This is an optimization exercise on Yosys and OpenROAD, whose aim is small area, a short achievable clock period and few clock cycles, not a production implementation.
Function was checked by simulation only, so behaviour that the tests miss may differ from the original.
Power is estimated from default activity; no workload was simulated.

$ cat design.v
module shtp_rx (
    input  wire        clk,
    input  wire        rst,
    input  wire        in_valid,
    input  wire [7:0]  in_data,
    output wire        in_ready,
    output wire        pkt_done,
    input  wire [7:0]  rd_id,
    output reg         rd_valid,
    output reg  [1:0]  rd_acc,
    output reg  [63:0] rd_w,
    output reg  [98:0] rd_conf,
    output wire [5:0]  stat,
    output reg         flag_id,
    output reg  [7:0]  pid_major,
    output reg  [7:0]  pid_minor,
    output reg  [31:0] pid_part,
    output reg  [31:0] pid_build,
    output reg  [15:0] pid_patch,
    output reg         cmdresp_valid,
    output reg  [7:0]  cmdresp_cmd,
    output reg  [7:0]  cmdresp_status,
    output reg         cal_started,
    output reg         dcd_saved
);
    localparam MAX_PAYLOAD = 64;
    localparam [15:0] SHAKE_MASK       = 16'h0007;
    localparam [7:0]  CMD_ME_CALIBRATE = 8'h07;
    localparam [7:0]  CMD_SAVE_DCD     = 8'h06;
    localparam [3:0] H_NONE   = 4'd0,
                     H_VEC    = 4'd1,
                     H_STEPS  = 4'd2,
                     H_STAB   = 4'd3,
                     H_SHAKE  = 4'd4,
                     H_ACT    = 4'd5,
                     H_CMD    = 4'd6,
                     H_PID    = 4'd7,
                     H_GETF   = 4'd8;
    localparam NVEC = 11;
    localparam S_STEPS = 11, S_STAB = 12, S_SHAKE = 13, S_ACT = 14;
    localparam NSLOT = 15;
    function [4:0] rt_len(input [7:0] id);
        case (id)
            8'h01, 8'h02, 8'h03, 8'h04, 8'h06: rt_len = 5'd10;
            8'h05, 8'h09:                      rt_len = 5'd14;
            8'h08:                             rt_len = 5'd12;
            8'h11:                             rt_len = 5'd12;
            8'h13:                             rt_len = 5'd6;
            8'h14, 8'h15, 8'h16:               rt_len = 5'd16;
            8'h19:                             rt_len = 5'd6;
            8'h1E:                             rt_len = 5'd16;
            8'hF1:                             rt_len = 5'd16;
            8'hF8:                             rt_len = 5'd16;
            8'hFA, 8'hFB:                      rt_len = 5'd5;
            8'hFC:                             rt_len = 5'd17;
            default:                           rt_len = 5'd0;
        endcase
    endfunction
    function [3:0] rt_handler(input [7:0] id);
        case (id)
            8'h01, 8'h02, 8'h03, 8'h04, 8'h05, 8'h06, 8'h08, 8'h09,
            8'h14, 8'h15, 8'h16:               rt_handler = H_VEC;
            8'h11:                             rt_handler = H_STEPS;
            8'h13:                             rt_handler = H_STAB;
            8'h19:                             rt_handler = H_SHAKE;
            8'h1E:                             rt_handler = H_ACT;
            8'hF1:                             rt_handler = H_CMD;
            8'hF8:                             rt_handler = H_PID;
            8'hFC:                             rt_handler = H_GETF;
            default:                           rt_handler = H_NONE;
        endcase
    endfunction
    function [2:0] rt_count(input [7:0] id);
        case (id)
            8'h05, 8'h08, 8'h09: rt_count = 3'd4;
            default:             rt_count = 3'd3;
        endcase
    endfunction
    function [3:0] rt_slot(input [7:0] id);
        case (id)
            8'h01: rt_slot = 4'd0;
            8'h02: rt_slot = 4'd1;
            8'h03: rt_slot = 4'd2;
            8'h04: rt_slot = 4'd3;
            8'h05: rt_slot = 4'd4;
            8'h06: rt_slot = 4'd5;
            8'h08: rt_slot = 4'd6;
            8'h09: rt_slot = 4'd7;
            8'h14: rt_slot = 4'd8;
            8'h15: rt_slot = 4'd9;
            8'h16: rt_slot = 4'd10;
            8'h11: rt_slot = 4'd11;
            8'h13: rt_slot = 4'd12;
            8'h19: rt_slot = 4'd13;
            8'h1E: rt_slot = 4'd14;
            default: rt_slot = 4'd15;
        endcase
    endfunction
    localparam [2:0] ST_HDR   = 3'd0,
                     ST_PAY   = 3'd1,
                     ST_SKIP  = 3'd2,
                     ST_SPLIT = 3'd3,
                     ST_DISP  = 3'd4,
                     ST_DONE  = 3'd5;
    reg [2:0]  state;
    reg [1:0]  hcnt;
    reg [7:0]  hb0, hb1, hb2;
    reg [14:0] cnt;           
    reg [6:0]  rxlen;
    reg [6:0]  boff;
    reg [7:0]  rxbuf [0:MAX_PAYLOAD-1];
    reg        st_mh, st_tb, st_urid, st_mr, st_csf, st_ovf;
    assign stat = {st_ovf, st_csf, st_mr, st_urid, st_tb, st_mh};
    reg [NSLOT-1:0] lr_valid;
    reg [15:0] vec_w [0:4*NVEC-1];    
    reg [1:0]  vec_acc [0:NVEC-1];
    reg [15:0] steps_count;
    reg [2:0]  stab_cls;
    reg        shake_det;
    reg [3:0]  act_ml;
    reg [10:0] act_conf [0:8];
    assign in_ready = (state == ST_HDR) || (state == ST_PAY) || (state == ST_SKIP);
    assign pkt_done = (state == ST_DONE);
    wire accept = in_valid && in_ready;
    wire [14:0] hdr_pbc = {hb1[6:0], hb0};
    wire [7:0]  hdr_ch  = hb2;
    wire [7:0]  hdr_seq = in_data;
    wire [14:0] hdr_dlen = (hdr_pbc > 15'd4) ? (hdr_pbc - 15'd4) : 15'd0;
    wire        hdr_err  = (hdr_ch > 8'd5) ||
                           ({1'b0, hdr_pbc} == 16'hFFFF && hdr_seq == 8'hFF);
    reg [7:0] s [0:16];
    integer k;
    always @(*) begin
        for (k = 0; k < 17; k = k + 1) begin
            if (boff + k < MAX_PAYLOAD)
                s[k] = rxbuf[boff + k];
            else
                s[k] = 8'h00;
        end
    end
    wire [7:0] cur_id  = s[0];
    wire [4:0] cur_len = rt_len(cur_id);
    wire [3:0] cur_h   = rt_handler(cur_id);
    wire [6:0] remain  = rxlen - boff;
    wire [6:0] next_off = boff + {2'b00, cur_len};
    wire [7:0] gf_id   = s[1];
    wire [3:0] gf_h    = rt_handler(gf_id);
    wire [3:0] gf_slot = rt_slot(gf_id);
    wire       gf_ok   = (gf_id < 8'hF0) && (gf_slot != 4'd15);
    wire [3:0] cur_slot = rt_slot(cur_id);
    wire [6:0] act_page = s[4][6:0];
    integer i, j;
    always @(posedge clk) begin
        if (rst) begin
            state    <= ST_HDR;
            hcnt     <= 2'd0;
            cnt      <= 15'd0;
            rxlen    <= 7'd0;
            boff     <= 7'd0;
            st_mh    <= 1'b0;
            st_tb    <= 1'b0;
            st_urid  <= 1'b0;
            st_mr    <= 1'b0;
            st_csf   <= 1'b0;
            st_ovf   <= 1'b0;
            lr_valid <= {NSLOT{1'b0}};
            flag_id  <= 1'b0;
            cmdresp_valid <= 1'b0;
            cal_started   <= 1'b0;
            dcd_saved     <= 1'b0;
        end else begin
            case (state)
                ST_HDR: if (accept) begin
                    case (hcnt)
                        2'd0: hb0 <= in_data;
                        2'd1: hb1 <= in_data;
                        2'd2: hb2 <= in_data;
                        default: ;
                    endcase
                    hcnt <= hcnt + 2'd1;
                    if (hcnt == 2'd3) begin
                        cnt  <= 15'd0;
                        boff <= 7'd0;
                        if (hdr_err) begin
                            st_mh <= 1'b1;
                            state <= ST_DONE;
                        end else if (hdr_dlen == 15'd0) begin
                            state <= ST_DONE;
                        end else if (hdr_dlen > MAX_PAYLOAD) begin
                            st_ovf <= 1'b1;
                            state  <= ST_SKIP;
                        end else begin
                            rxlen <= hdr_dlen[6:0];
                            state <= ST_PAY;
                        end
                    end
                end
                ST_PAY: if (accept) begin
                    rxbuf[cnt[5:0]] <= in_data;
                    cnt <= cnt + 15'd1;
                    if (cnt + 15'd1 == {8'd0, rxlen})
                        state <= ST_SPLIT;
                end
                ST_SKIP: if (accept) begin
                    cnt <= cnt + 15'd1;
                    if (cnt + 15'd1 == hdr_dlen)
                        state <= ST_DONE;
                end
                ST_SPLIT: begin
                    if (boff == rxlen) begin
                        boff  <= 7'd0;
                        state <= ST_DISP;
                    end else if (cur_len == 5'd0) begin
                        st_urid <= 1'b1;
                        state   <= ST_DONE;
                    end else if (remain < {2'b00, cur_len}) begin
                        st_tb <= 1'b1;
                        state <= ST_DONE;
                    end else begin
                        boff <= next_off;
                    end
                end
                ST_DISP: begin
                    if (boff == rxlen) begin
                        state <= ST_DONE;
                    end else begin
                        boff <= next_off;
                        case (cur_h)
                            H_VEC: begin
                                lr_valid[cur_slot] <= 1'b1;
                                vec_acc[cur_slot]  <= s[2][1:0];
                                vec_w[{cur_slot, 2'd0}] <= {s[5], s[4]};
                                vec_w[{cur_slot, 2'd1}] <= {s[7], s[6]};
                                vec_w[{cur_slot, 2'd2}] <= {s[9], s[8]};
                                vec_w[{cur_slot, 2'd3}] <= (rt_count(cur_id) == 3'd4) ?
                                                      {s[11], s[10]} : 16'h0000;
                            end
                            H_STEPS: begin
                                lr_valid[S_STEPS] <= 1'b1;
                                steps_count <= {s[9], s[8]};
                            end
                            H_STAB: begin
                                if (s[4] > 8'd4) begin
                                    st_mr <= 1'b1;
                                end else begin
                                    lr_valid[S_STAB] <= 1'b1;
                                    stab_cls <= s[4][2:0];
                                end
                            end
                            H_SHAKE: begin
                                lr_valid[S_SHAKE] <= 1'b1;
                                shake_det <= (({s[5], s[4]} & SHAKE_MASK) != 16'h0000);
                            end
                            H_ACT: begin
                                if (s[5] > 8'd8) begin
                                    st_mr <= 1'b1;
                                end else begin
                                    lr_valid[S_ACT] <= 1'b1;
                                    act_ml <= s[5][3:0];
                                    for (i = 0; i < 9; i = i + 1)
                                        act_conf[i] <= act_page * 11'd10 + {3'b000, s[6+i]};
                                end
                            end
                            H_CMD: begin
                                cmdresp_valid  <= 1'b1;
                                cmdresp_cmd    <= s[2];
                                cmdresp_status <= s[5];
                                if (s[2] == CMD_ME_CALIBRATE && s[5] == 8'h00)
                                    cal_started <= 1'b1;
                                if (s[2] == CMD_SAVE_DCD) begin
                                    if (s[5] == 8'h00) begin
                                        dcd_saved <= 1'b1;
                                    end else begin
                                        st_csf <= 1'b1;
                                        state  <= ST_DONE;
                                    end
                                end
                            end
                            H_PID: begin
                                flag_id   <= 1'b1;
                                pid_major <= s[2];
                                pid_minor <= s[3];
                                pid_part  <= {s[7], s[6], s[5], s[4]};
                                pid_build <= {s[11], s[10], s[9], s[8]};
                                pid_patch <= {s[13], s[12]};
                            end
                            H_GETF: begin
                                if (!gf_ok) begin
                                    st_urid <= 1'b1;
                                end else begin
                                    lr_valid[gf_slot] <= 1'b1;
                                    case (gf_h)
                                        H_VEC: begin
                                            vec_acc[gf_slot] <= 2'b00;
                                            for (j = 0; j < 4; j = j + 1)
                                                vec_w[{gf_slot, j[1:0]}] <= 16'h0000;
                                        end
                                        H_STEPS: steps_count <= 16'h0000;
                                        H_STAB:  stab_cls <= 3'd0;
                                        H_SHAKE: shake_det <= 1'b0;
                                        H_ACT: begin
                                            act_ml <= 4'd0;
                                            for (j = 0; j < 9; j = j + 1)
                                                act_conf[j] <= 11'h7FF;
                                        end
                                        default: ;
                                    endcase
                                end
                            end
                            default: st_urid <= 1'b1;    
                        endcase
                    end
                end
                ST_DONE: begin
                    hcnt  <= 2'd0;
                    state <= ST_HDR;
                end
                default: state <= ST_HDR;
            endcase
        end
    end
    wire [3:0] rd_slot = rt_slot(rd_id);
    always @(*) begin
        rd_valid = 1'b0;
        rd_acc   = 2'b00;
        rd_w     = 64'd0;
        rd_conf  = 99'd0;
        if (rd_slot != 4'd15 && lr_valid[rd_slot]) begin
            rd_valid = 1'b1;
            if (rd_slot < NVEC) begin
                rd_acc = vec_acc[rd_slot];
                rd_w   = {vec_w[{rd_slot, 2'd3}], vec_w[{rd_slot, 2'd2}],
                          vec_w[{rd_slot, 2'd1}], vec_w[{rd_slot, 2'd0}]};
            end else if (rd_slot == S_STEPS) begin
                rd_w[15:0] = steps_count;
            end else if (rd_slot == S_STAB) begin
                rd_w[2:0] = stab_cls;
            end else if (rd_slot == S_SHAKE) begin
                rd_w[0] = shake_det;
            end else begin
                rd_w[3:0] = act_ml;
                for (i = 0; i < 9; i = i + 1)
                    rd_conf[11*i +: 11] = act_conf[i];
            end
        end
    end
endmodule
$ cat config.mk
export PLATFORM = sky130hd
export DESIGN_NAME = shtp_rx
export DESIGN_NICKNAME = shtp_rx
export VERILOG_FILES = /design/flow/design.v
export SDC_FILE = /design/flow/constraint.sdc
export NUM_CORES = 4
export LEC_CHECK = 0
export CAP_MARGIN = 20
export CORE_MARGIN = 2
export CORE_UTILIZATION = 30
export PLACE_DENSITY = 0.5
export SLEW_MARGIN = 20
$ cat run.sh
#!/bin/bash
# synth_recipe.tcl (not shown) runs the flow's synth.tcl, then flattens the netlist and writes it again
# the make line also repeats each setting of config.mk as NAME=value (left out here)
make -C /OpenROAD-flow-scripts/flow DESIGN_CONFIG=/design/flow/config.mk WORK_HOME=/design/flow/orfs CLKGATE_MAP_FILE= SYNTH_SCRIPT=/design/flow/synth_recipe.tcl finish
$ cat constraint.sdc
create_clock -name core_clock -period 8.0 [get_ports {clk}]
set_input_delay 1.6000 -clock core_clock [delete_from_list [all_inputs] [get_ports {clk}]]
set_output_delay 1.6000 -clock core_clock [all_outputs]
set_load 0.01 [all_outputs]
==> impl_metrics.csv <==
group,metric,value,unit
logic_synthesis,syn_inst,7067,
final_layout,finalNonFillerCells,11800,
power_and_ir_drop,power.share.clock,0.475,
final_layout,drive_gt1_frac,0.262,
sta,slew_viol_final,0,
drt,post_drt_wl_per_cell,37.4,um
drt,firstDrtPassIters,8,
placed_design,routabilityCongestion,1.04,
worst_setup_path,rr_endpoint,"vec_w[8][51]",
worst_setup_path,cp_common_cell,"nand2_1",
worst_setup_path,critPathLaunchType,"input port",
logic_synthesis,yosysTopAreaCellShare,0.478,
hold_path,hold_end,"cmdresp_valid",
grt,grt_max_degree,117,
power_and_ir_drop,seq_power_share,0.501,
die,start_util,0.301,
worst_setup_path,crit_type,"input port to output pin",
worst_setup_path,r2r_start,"boff[0]",
final_layout,multi_input_area,45800,um^2
sta,finalHoldViolCount,0,
logic_synthesis,ys_seq_elements,1560,
drt,viasPerCell,6.11,
logic_synthesis,ys_top_cells_by_count,"edfxtp_1, nand2_1, mux4_2",
logic_synthesis,synth.most_common_cell,"edfxtp_1",
drt,dr_total_vias,72100,
cts,htree_levels,4,
sta,hold_slack,451,ps
final_layout,area_growth,18.7,%
die,die_h,564,um
logic_synthesis,seq_area_frac_synth,0.492,
placed_design,place_ws,246,ps
placed_design,dpl.hpwl,326000,um
logic_synthesis,ys_types,93,
grt,grt_usage,0.271,
logic_synthesis,synthesis.nets,7230,
power_and_ir_drop,intPower,0.0139,W
die,rows,205,
die,coreArea,312000,um^2
final_layout,final_nets,7673,
sta,fin_ws,419,ps
cts,cts_buffer_depth,4,
cts,cts_sinks,1560,
final_layout,fillCellCount,30000,
worst_setup_path,slowest_delay,880,ps
hold_path,holdPathStages,1,
power_and_ir_drop,power.switching,0.00390,W
grt,antenna_found_initial,59,
hold_path,min_from,"cmdresp_valid",
sta,final-setup-viol-count,0,
grt,grt_pass1_vias,67000,
logic_synthesis,yosysTopAreaCell,"edfxtp_1",
sta,fin_setup_tns,0,ps
hold_path,hold_path.class,"flop to flop",
sta,period_minus_slack,7580,ps
die,die_w,564,um
final_layout,seqCellArea,46200,um^2
worst_setup_path,worst-endpoint-arrival,5980,ps
final_layout,final_core_util,0.358,
sta,slew_headroom,0.173,
logic_synthesis,synthTopCellsByArea,"edfxtp_1, mux4_2, nand2_1, mux2i_1, ha_1",
grt,grt_pass1_wl,590000,um
worst_setup_path,cp-end-kind,"output pin",
logic_synthesis,synth_edf_count,1495,
power_and_ir_drop,irDropWorstVdd,0.144,mV
cts,root_buffer,"clkbuf_16",
power_and_ir_drop,powerDensity,160,nW/um^2
placed_design,port_buffers,308,
cts,clk_pin_slew,60,ps
run_status,status,"finished clean",
cts,cts_buffers,184,
logic_synthesis,synthArstFlopShare,0,
sta,finalCritPeriodShare,0.948,
drt,drt-initial-drc-count,10300,
worst_setup_path,cp_data_required_time,6400,ps
logic_synthesis,avgSynthCellArea,13.3,um^2
worst_setup_path,r2r_slack,910,ps
placed_design,placed_cells,11500,
sta,final.setup_skew,118,ps
die,ioPinCount,309,
logic_synthesis,synth_warnings,3,
power_and_ir_drop,swShare,0.219,
worst_setup_path,path_cells,"clkdlybuf4s50_1, inv_1, ha_1, nand2_1, nand2_1, o211ai_1, nand2_1, nand2_4, buf_12, nand3_1, a311oi_1, nor3_1, buf_4, clkdlybuf4s50_1",
worst_setup_path,rr_worst_depth,22,
logic_synthesis,ys.flop_type,"edfxtp_1",
worst_setup_path,slowest_stage,"a311oi_1",
worst_setup_path,path_max_fanout,105,
sta,rsz0062_at_grt,"false",
drt,ant_nets,0,
cts,cts_tree,"yes",
drt,drc,0,
cts,clock_latency,930,ps
sta,fmax,0.132,GHz
sta,worst_slew_pin_slew,1240,ps
cts,hold_buffers,0,
job,maxCapViolCount,0,
grt,grt_overflow_total,0,
power_and_ir_drop,pwr-share-comb,0.024,
drt,finalWirelength,441000,um
die,die_area,318000,um^2
logic_synthesis,syn_area,93900,um^2
power_and_ir_drop,p_leak,36.8,nW
-- final cells by class --
class	count	area share
clock inverters	105	0.0102
diodes	18	0.000404
clock buffers	222	0.0429
well taps	4140	0.0465
flip-flops and latches	1560	0.415
inverters	151	0.00511
repair buffers	803	0.0698
multi-input cells	4810	0.410
-- sequential cells by signal, summed over array words and instances (netlist names), 2 cells and up, named ones only --
register        flops
pid_major           8
steps_count        16
pid_minor           8
hb2                 7
pid_part           32
pid_patch          16
state               3
rxbuf             512
stab_cls            3
act_ml              4
hcnt                2
cmdresp_status      8
act_conf           99
vec_w             704
cnt                15
lr_valid           15
hb0                 8
vec_acc            22
cmdresp_cmd         8
hb1                 7
boff                7
rxlen               7
pid_build          32
-- placed cells by master (no fill, tap or decap), types with 26 or more instances in the layout --
cell | synthesis | final
nand3_1 | 240 | 239
nor3_1 | 108 | 102
a311oi_1 | 123 | 122
clkdlybuf4s50_1 | 0 | 299
o21ai_0 | 165 | 160
mux4_2 | 953 | 953
and3_1 | 109 | 108
nor2_2 | 1 | 54
ha_1 | 132 | 130
nor2b_1 | 64 | 61
mux2_2 | 69 | 69
a211oi_1 | 150 | 140
nand2b_1 | 26 | 26
xnor2_1 | 96 | 69
nand2_1 | 1087 | 1084
nor2_1 | 379 | 313
clkbuf_16 | 0 | 184
a21oi_1 | 226 | 223
mux2i_1 | 241 | 241
xor2_1 | 43 | 38
and2_1 | 142 | 141
inv_1 | 144 | 144
buf_4 | 38 | 413
dfxtp_1 | 65 | 55
clkbuf_1 | 342 | 35
a22oi_1 | 36 | 36
clkinv_1 | 2 | 36
a31oi_1 | 44 | 43
o211ai_1 | 40 | 40
edfxtp_1 | 1495 | 1495
buf_12 | 0 | 81
-- power by group through the flow --
stage	sequential [W]	combinational, W	clock, W
2_1_floorplan	0.00906	0.000233	0
6_report	0.00890	0.000435	0.00845
5_1_grt	0.00890	0.000471	0.00888
4_1_cts	0.00890	0.000432	0.00857
3_5_place_dp	0.00907	0.000431	0
3_3_place_gp	0.00907	0.000424	0
-- metal layers --
layer,wire length (um),GRT usage
met5,170,0
met4,31200,0.160
met3,51600,0.0879
met2,190000,0.401
met1,168000,0.346
-- how the worst max path moves through the flow --
| stage | startpoint | to | slack [ps] | cells past startpoint |
|---|---|---|---|---|
| floorplan | boff[1] | act_conf[0][0] | 20 | 29 |
| global placement | rd_id[1] | rd_acc[0] | 280 | 14 |
| detailed placement | rd_id[1] | rd_w[61] | 250 | 15 |
| CTS | rd_id[1] | rd_w[61] | 220 | 15 |
| global route | rd_id[1] | rd_acc[0] | 120 | 14 |
| finish | rd_id[1] | rd_w[46] | 420 | 14 |
-- worst max-delay path: cells and delay by family --
| family | cells | cell delay [ps] |
|---|---|---|
| AND/OR/NAND/NOR | 6 | 1010 |
| adder cells (fa/ha/maj) | 1 | 210 |
| AO/OA/AOI/OAI | 2 | 1170 |
| buffers and inverters | 5 | 1810 |
-- per-stage QoR --
stage | power, W | instance area (um^2)
2_1_floorplan | 0.00929 | 94100
3_3_place_gp | 0.00950 | 105000
3_5_place_dp | 0.00951 | 105000
4_1_cts | 0.0179 | 111000
5_1_grt | 0.0183 | 111000
6_report | 0.0178 | 111000
-- kinds of logic after synthesis --
group | Yosys count | share of synthesized area
AO/OA/AOI/OAI | 981 | 0.0711
XOR/XNOR | 140 | 0.0131
adder cells (fa/ha/maj) | 144 | 0.0201
buffers and inverters | 697 | 0.0315
flip-flops | 1560 | 0.492
multiplexers | 1263 | 0.262
AND/OR/NAND/NOR | 2282 | 0.110
-- what timing repair did --
item	CTS	global route
endpoints found under the setup margin	0	101
buffers inserted	0	3
resized for setup	0	0
Testbench counts, summed over its fixed seeds: cycles 67,512.

==> what the ideal ports hide <==
How much do the figures lean on ideal ports? The routed layout below was timed once more, with nothing changed but the port constraints. Step 1, drivers: a clkbuf_16 drives clk and a buf_2 each remaining input, both assumed. Step 2 adds t to the input delays and takes it off the output delays; t is the mean of the earliest and latest rising clock arrival at the registers after step 1. Input paths then give back, and output paths get back, about the clock's delay inside the block. a / b / c = no drivers / after step 1 / after step 2; a / b = the first two.
t (ns): 0.976
setup WS [ns]: 0.419 / 0.380 / 0.380
worst setup path at the end: input to output
clock arrival spread, ns: 0.118 / 0.118
worst slew at a driven data input, ns: 0.13
After both steps this run still meets setup and hold. The setup slack of this run moves by -0.039 ns with the drivers and by -0.039 ns with both steps.
